This design comes from an exercise in tuning for small area on the open sky130 flow, not from production work.
At most, simulation tests tie the RTL to the original design; equivalence was not proved.
Power and IR drop assume default switching activity.

==> flow/design.v <==
module mnt_fxu (
    input  wire        clk,
    input  wire        rst,       
    input  wire        req,
    input  wire        we,
    input  wire [5:0]  addr,      
    input  wire [31:0] wdata,
    output wire        ready,
    output wire [31:0] rdata
);
    localparam [31:0] ID_VALUE = 32'h4D4E5431;
    reg [31:0] regs [0:15];
    reg [4:0]  ph;
    reg        run;
    reg [2:0]  pc;
    reg        ill, lipend;
    reg [3:0]  lird;
    reg [31:0] T, U;
    reg        cx, c, sa, sb, nz, guard, sticky, rs;
    reg        tq;            
    reg        bq;            
    reg        m_mul, m_div;  
    reg [4:0]  L;
    wire [5:0]  op = wdata[31:26];
    wire [3:0]  rd = wdata[25:22];
    wire [3:0]  ra = wdata[21:18];
    wire [3:0]  rb = wdata[17:14];
    wire [4:0]  k  = wdata[4:0];
    wire fmt_rrr = (op >= 6'h01 && op <= 6'h07) || op == 6'h0A;
    wire fmt_rrs = (op == 6'h08) || (op == 6'h09);
    wire fmt_rr  = (op == 6'h0B) || (op == 6'h0C) || (op >= 6'h10 && op <= 6'h17);
    wire fmt_ri  = (op == 6'h30);
    reg legal;
    always @(*) begin
        if (fmt_rrr)      legal = (wdata[13:0] == 14'd0);
        else if (fmt_rrs) legal = (wdata[17:5] == 13'd0);
        else if (fmt_rr)  legal = (wdata[17:0] == 18'd0);
        else if (fmt_ri)  legal = (wdata[21:0] == 22'd0);
        else              legal = 1'b0;
    end
    wire is_reg  = addr[5:4] == 2'b10;
    wire is_cmd  = we && addr == 6'h03;
    wire k_rd    = !we;
    wire k_wrr   = we && is_reg;
    wire k_li    = is_cmd && lipend;
    wire k_cmd   = is_cmd && !lipend && legal && !fmt_ri;
    wire k_long  = k_rd || k_wrr || k_li || k_cmd;
    wire imm     = req && !k_long;
    wire o_mul   = op == 6'h05 || op == 6'h06;
    wire o_div   = op == 6'h07;
    wire o_tof   = op == 6'h17;
    wire o_fromf = op == 6'h13;
    wire md      = o_mul || o_div;
    wire o_simple = fmt_rrr && !md;
    wire [2:0] last = k_rd ? 3'd1 : (k_wrr || k_li) ? 3'd0 :
                      o_div ? 3'd5 : o_mul ? 3'd4 : 3'd1;
    wire p_load  = run && k_cmd && (md ? pc == 3'd1 : pc == 3'd0);
    wire p_loadu = run && k_cmd && pc == 3'd0;
    wire p_out   = run && k_cmd && pc == last;
    wire p_copy  = run && k_cmd && o_div && pc == 3'd4;
    wire p_wr    = run && pc == 3'd0 && (k_wrr || k_li);
    wire s_rev   = run && (m_mul || m_div) && pc == 3'd2;
    wire s_mul   = run && m_mul && pc == 3'd3;
    wire s_div   = run && m_div && pc == 3'd3;
    wire s_acc   = s_rev || s_mul || s_div;
    wire ph0  = ph == 5'd0;
    wire ph31 = ph == 5'd31;
    assign ready = imm || (run && (k_rd ? (pc == 3'd1) : (ph31 && pc == last)));
    wire [3:0] idx_x = k_rd ? addr[3:0] :
                       (run && pc == 3'd0 && fmt_rrr) ? rb :
                       (run && md && pc >= 3'd2) ? rd : ra;
    wire       x = regs[idx_x][0];
    wire negx = ((o_div && pc == 3'd1) || (o_tof && pc == 3'd0)) && sa;
    wire xn   = x ^ (negx && cx);
    wire [7:0] fe = U[30:23];
    reg  [5:0] dd;
    always @(*) begin
        case (op)
            6'h03, 6'h04:             dd = 6'h36;            
            6'h08:                    dd = -{1'b0, k};
            6'h09:                    dd = {1'b0, k};
            6'h10, 6'h11, 6'h12:      dd = 6'h36;            
            6'h14, 6'h15, 6'h16, 6'h05: dd = 6'd10;
            6'h13:                    dd = 6'd12 - fe[5:0];   
            6'h17:                    dd = {1'b0, L} - 6'd23;
            default:                  dd = 6'd0;
        endcase
    end
    wire       rev  = o_div && pc >= 3'd4;
    wire [4:0] sel  = rev ? {~ph[3:0], 1'b1} : dd[4:0];
    wire       tp   = T[sel];
    wire [6:0] j    = {2'b00, ph} + {dd[5], dd};
    wire       jneg = j[6];
    wire       jbig = !j[6] && j[5];
    wire sub   = op == 6'h02 || op == 6'h04;
    wire fill  = (op == 6'h09 || op == 6'h14 || op == 6'h15) ? sa :
                 (op == 6'h05) ? guard : 1'b0;
    wire v_sh  = jneg ? 1'b0 : jbig ? fill : tp;
    reg  win;
    always @(*) begin
        case (op)
            6'h0B:   win = ph >= 5'd10;
            6'h0C:   win = ph <  5'd10;
            6'h12:   win = ph >= 5'd10 && ph <= 5'd17;
            6'h16:   win = ph <= 5'd7;
            default: win = 1'b1;
        endcase
    end
    wire f_fnz  = |U[22:0];
    wire f_zero = (fe == 8'hFF && f_fnz) || fe <= 8'd116;
    wire f_sat  = fe >= 8'd148;
    wire       up    = guard && (sticky || v_sh);
    wire [7:0] e8    = {3'd0, L} + 8'd117;
    wire       ebit  = e8[ph[2:0] + 3'd1];
    reg  a_bit, inv, c0, use_x;
    always @(*) begin
        a_bit = v_sh & win;
        inv   = 1'b0;
        c0    = 1'b0;
        use_x = 1'b0;
        if (o_simple) begin
            if (op == 6'h0A) a_bit = x & tp;
            else begin
                a_bit = v_sh;
                inv   = sub;
                c0    = sub;
                use_x = 1'b1;
            end
        end else if (o_div) begin
            a_bit = tq;
            inv   = sa ^ sb;
            c0    = sa ^ sb;
        end else if (o_fromf) begin
            a_bit = v_sh;
            inv   = sa;
            c0    = sa;
        end else if (o_tof) begin
            a_bit = (ph <= 5'd22) ? v_sh : ebit;
            c0    = up;
        end
    end
    wire sa_in = a_bit ^ inv;
    wire sb_in = use_x & x;
    wire s_cin = ph0 ? c0 : c;
    wire c_nx  = (sa_in & sb_in) | (sa_in & s_cin) | (sb_in & s_cin);
    wire o     = (((o_div || o_tof) && !nz) || (o_fromf && f_zero)) ? 1'b0 :
                 (o_fromf && f_sat) ? (ph31 ? sa : !sa) :
                 (o_tof && ph31) ? sa : (sa_in ^ sb_in ^ s_cin);
    wire        bsub = s_div && (bq ^ sb);
    wire        ben  = s_div || (s_mul && tq);
    wire        ain  = s_div && tq;
    wire [31:0] aa   = {T[30:0], ain};
    wire [31:0] bb   = (U & {32{ben}}) ^ {32{bsub}};
    wire [31:0] sum;
    wire [32:0] cy;
    assign cy[0] = bsub;
    genvar gi;
    generate for (gi = 0; gi < 32; gi = gi + 1) begin : rca
        assign sum[gi]  = aa[gi] ^ bb[gi] ^ cy[gi];
        assign cy[gi+1] = (aa[gi] & bb[gi]) | (aa[gi] & cy[gi]) | (bb[gi] & cy[gi]);
    end endgenerate
    wire       wr   = p_wr || p_out || s_rev || s_div;
    wire [3:0] widx = k_wrr ? addr[3:0] : k_li ? lird : rd;
    wire       wbit = p_wr ? wdata[ph] : s_rev ? T[30] : s_div ? bq : o;
    integer r;
    always @(posedge clk) begin
        for (r = 0; r < 16; r = r + 1)
            regs[r] <= {(wr && widx == r) ? wbit : regs[r][0], regs[r][31:1]};
    end
    wire [31:0] id_v = ID_VALUE;
    reg t_in;
    always @(*) begin
        if (run && k_rd)  t_in = is_reg ? x : (addr == 6'h00) ? id_v[ph] :
                                 (addr == 6'h02) && ((ph == 5'd1 && ill) || (ph == 5'd4 && lipend));
        else if (p_load)  t_in = (o_fromf && ph > 5'd22) ? ph == 5'd23 : xn;   
        else if (p_copy)  t_in = ph0 ? bq : x;
        else              t_in = T[0];
    end
    always @(posedge clk) begin
        T   <= s_acc ? sum : {t_in, T[31:1]};
        if (p_loadu) U <= {o_tof ? xn : x, U[31:1]};
        cx <= ph31 ? 1'b0 : (cx | x);
        c  <= c_nx;
        tq <= (s_rev && ph31) ? guard : (s_rev || s_mul || s_div) ? x : tp;
        bq <= !sum[31];
        m_mul <= o_mul;
        m_div <= o_div;
    end
    always @(posedge clk) begin
        if (rst) begin
            ph     <= 5'd0;
            run    <= 1'b0;
            pc     <= 3'd0;
            ill    <= 1'b0;
            lipend <= 1'b0;
            lird   <= 4'd0;
        end else begin
            ph <= ph + 5'd1;
            if (!run) begin
                if (req && k_long && ph31) begin
                    run <= 1'b1;
                    pc  <= 3'd0;
                end
                if (imm && we) begin
                    if (addr == 6'h02) begin
                        if (wdata[1]) ill <= 1'b0;
                    end else if (addr == 6'h03) begin
                        if (!legal) ill <= 1'b1;
                        else if (fmt_ri) begin
                            lipend <= 1'b1;
                            lird   <= rd;
                        end
                    end
                end
            end else if (ready) begin
                run <= 1'b0;
                if (k_li) lipend <= 1'b0;
            end else if (ph31) begin
                pc <= pc + 3'd1;
            end
        end
    end
    always @(posedge clk) begin
        if (!run && ph31) begin
            sa     <= x;
            nz     <= 1'b0;
            guard  <= 1'b0;
            sticky <= 1'b0;
            rs     <= 1'b0;
        end else begin
            if (p_loadu && ph31) sb <= x;
            if (p_loadu && o_tof && ph >= 5'd25) rs <= rs | T[7];
            if ((s_rev || (p_out && o_mul)) && ph0) guard <= T[31];
            if (p_loadu && (o_tof ? xn : x)) begin
                nz     <= 1'b1;
                L      <= ph;
                guard  <= ph >= 5'd24 && T[8];
                sticky <= ph >= 5'd25 && (rs || T[7]);
            end
        end
    end
    assign rdata = T;
endmodule
clock: 14.0 ns
lec_check: 0
cap_margin: 20
core_margin: 2
core_utilization: 45
slew_margin: 20
standard.sh (not shown) runs the stock make flow with config.mk's settings and CLKGATE_MAP_FILE= SYNTH_SCRIPT=/design/flow/synth_recipe.tcl, a recipe that flattens the netlist after the stock synthesis.
==> flow/flow/run.sh <==
#!/bin/bash
# Standard ORFS layout, with small port buffers and a clock tree without dummy loads.
set -euo pipefail
export BUFFER_PORTS_ARGS="-buffer_cell sky130_fd_sc_hd__buf_1"
export CTS_ARGS='-sink_clustering_enable -repair_clock_nets -dont_use_dummy_load -sink_clustering_size 22 -sink_clustering_max_diameter 70 -buf_list sky130_fd_sc_hd__clkbuf_8'
bash standard.sh > standard_flow.log 2>&1
Then changed:
--- a/flow/design.v
+++ b/flow/design.v
@@ -13,13 +13,13 @@
     reg [4:0]  ph;
     reg        run;
     reg [2:0]  pc;
     reg        ill, lipend;
     reg [3:0]  lird;
     reg [31:0] T, U;
-    reg        cx, c, sa, sb, nz, guard, sticky, rs;
+    reg        c, sa, sb, nz, guard, sticky, rs;
     reg        tq;            
     reg        bq;            
     reg        m_mul, m_div;  
     reg [4:0]  L;
     wire [5:0]  op = wdata[31:26];
     wire [3:0]  rd = wdata[25:22];
@@ -68,13 +68,13 @@
     assign ready = imm || (run && (k_rd ? (pc == 3'd1) : (ph31 && pc == last)));
     wire [3:0] idx_x = k_rd ? addr[3:0] :
                        (run && pc == 3'd0 && fmt_rrr) ? rb :
                        (run && md && pc >= 3'd2) ? rd : ra;
     wire       x = regs[idx_x][0];
     wire negx = ((o_div && pc == 3'd1) || (o_tof && pc == 3'd0)) && sa;
-    wire xn   = x ^ (negx && cx);
+    wire xn   = x ^ (negx && c);    
     wire [7:0] fe = U[30:23];
     reg  [5:0] dd;
     always @(*) begin
         case (op)
             6'h03, 6'h04:             dd = 6'h36;            
             6'h08:                    dd = -{1'b0, k};
@@ -103,14 +103,13 @@
             6'h0C:   win = ph <  5'd10;
             6'h12:   win = ph >= 5'd10 && ph <= 5'd17;
             6'h16:   win = ph <= 5'd7;
             default: win = 1'b1;
         endcase
     end
-    wire f_fnz  = |U[22:0];
-    wire f_zero = (fe == 8'hFF && f_fnz) || fe <= 8'd116;
+    wire f_zero = (fe == 8'hFF && nz) || fe <= 8'd116;
     wire f_sat  = fe >= 8'd148;
     wire       up    = guard && (sticky || v_sh);
     wire [7:0] e8    = {3'd0, L} + 8'd117;
     wire       ebit  = e8[ph[2:0] + 3'd1];
     reg  a_bit, inv, c0, use_x;
     always @(*) begin
@@ -176,14 +175,13 @@
         else if (p_copy)  t_in = ph0 ? bq : x;
         else              t_in = T[0];
     end
     always @(posedge clk) begin
         T   <= s_acc ? sum : {t_in, T[31:1]};
         if (p_loadu) U <= {o_tof ? xn : x, U[31:1]};
-        cx <= ph31 ? 1'b0 : (cx | x);
-        c  <= c_nx;
+        c  <= ph31 ? 1'b0 : p_load ? (c | x) : c_nx;
         tq <= (s_rev && ph31) ? guard : (s_rev || s_mul || s_div) ? x : tp;
         bq <= !sum[31];
         m_mul <= o_mul;
         m_div <= o_div;
     end
     always @(posedge clk) begin
@@ -228,13 +226,13 @@
             sticky <= 1'b0;
             rs     <= 1'b0;
         end else begin
             if (p_loadu && ph31) sb <= x;
             if (p_loadu && o_tof && ph >= 5'd25) rs <= rs | T[7];
             if ((s_rev || (p_out && o_mul)) && ph0) guard <= T[31];
-            if (p_loadu && (o_tof ? xn : x)) begin
+            if (p_loadu && (o_tof ? xn : x) && !(o_fromf && ph > 5'd22)) begin
                 nz     <= 1'b1;
                 L      <= ph;
                 guard  <= ph >= 5'd24 && T[8];
                 sticky <= ph >= 5'd25 && (rs || T[7]);
             end
         end
Result:
- cell area goes up by 1.1%
- core utilization rises by 0.33 points
- hold slack improves by 0.027 ns
- clock-buffer cell count went down by 1
- first-iteration DRC count is lower by about 12%
- power goes down by 0.59%
- area after synthesis increases by 1.0%
- via count rose by about 3%
- maximum frequency is about the same
- non-clock buffer count went up by 9
Function not checked in the second run of this note: the RTL went through the layout flow alone.

[static timing again, ports no longer ideal]
No port has a modelled driver above. Below, the same layouts with a new extraction and two added sets of constraints. Step 1: set_driving_cell puts a clkbuf_16 on clk and a buf_2 on each other input, an assumption about the parent block. Step 2 moves the port delays by t, midway between the first and last clock arrival at a register: inputs arrive t later, outputs are due t later. That takes back most of the time a late clock gives input paths. Three values: ideal ports, drivers, drivers and shift; two values: the first two.
run	t (ns)	setup slack, ns	hold slack, ns
the first run	0.643	0.465 / 0.465 / 0.465	0.271 / 0.271 / 0.271
the second run	0.613	0.498 / 0.498 / 0.498	0.298 / 0.298 / 0.298
After both steps setup and hold are still met in every run listed.
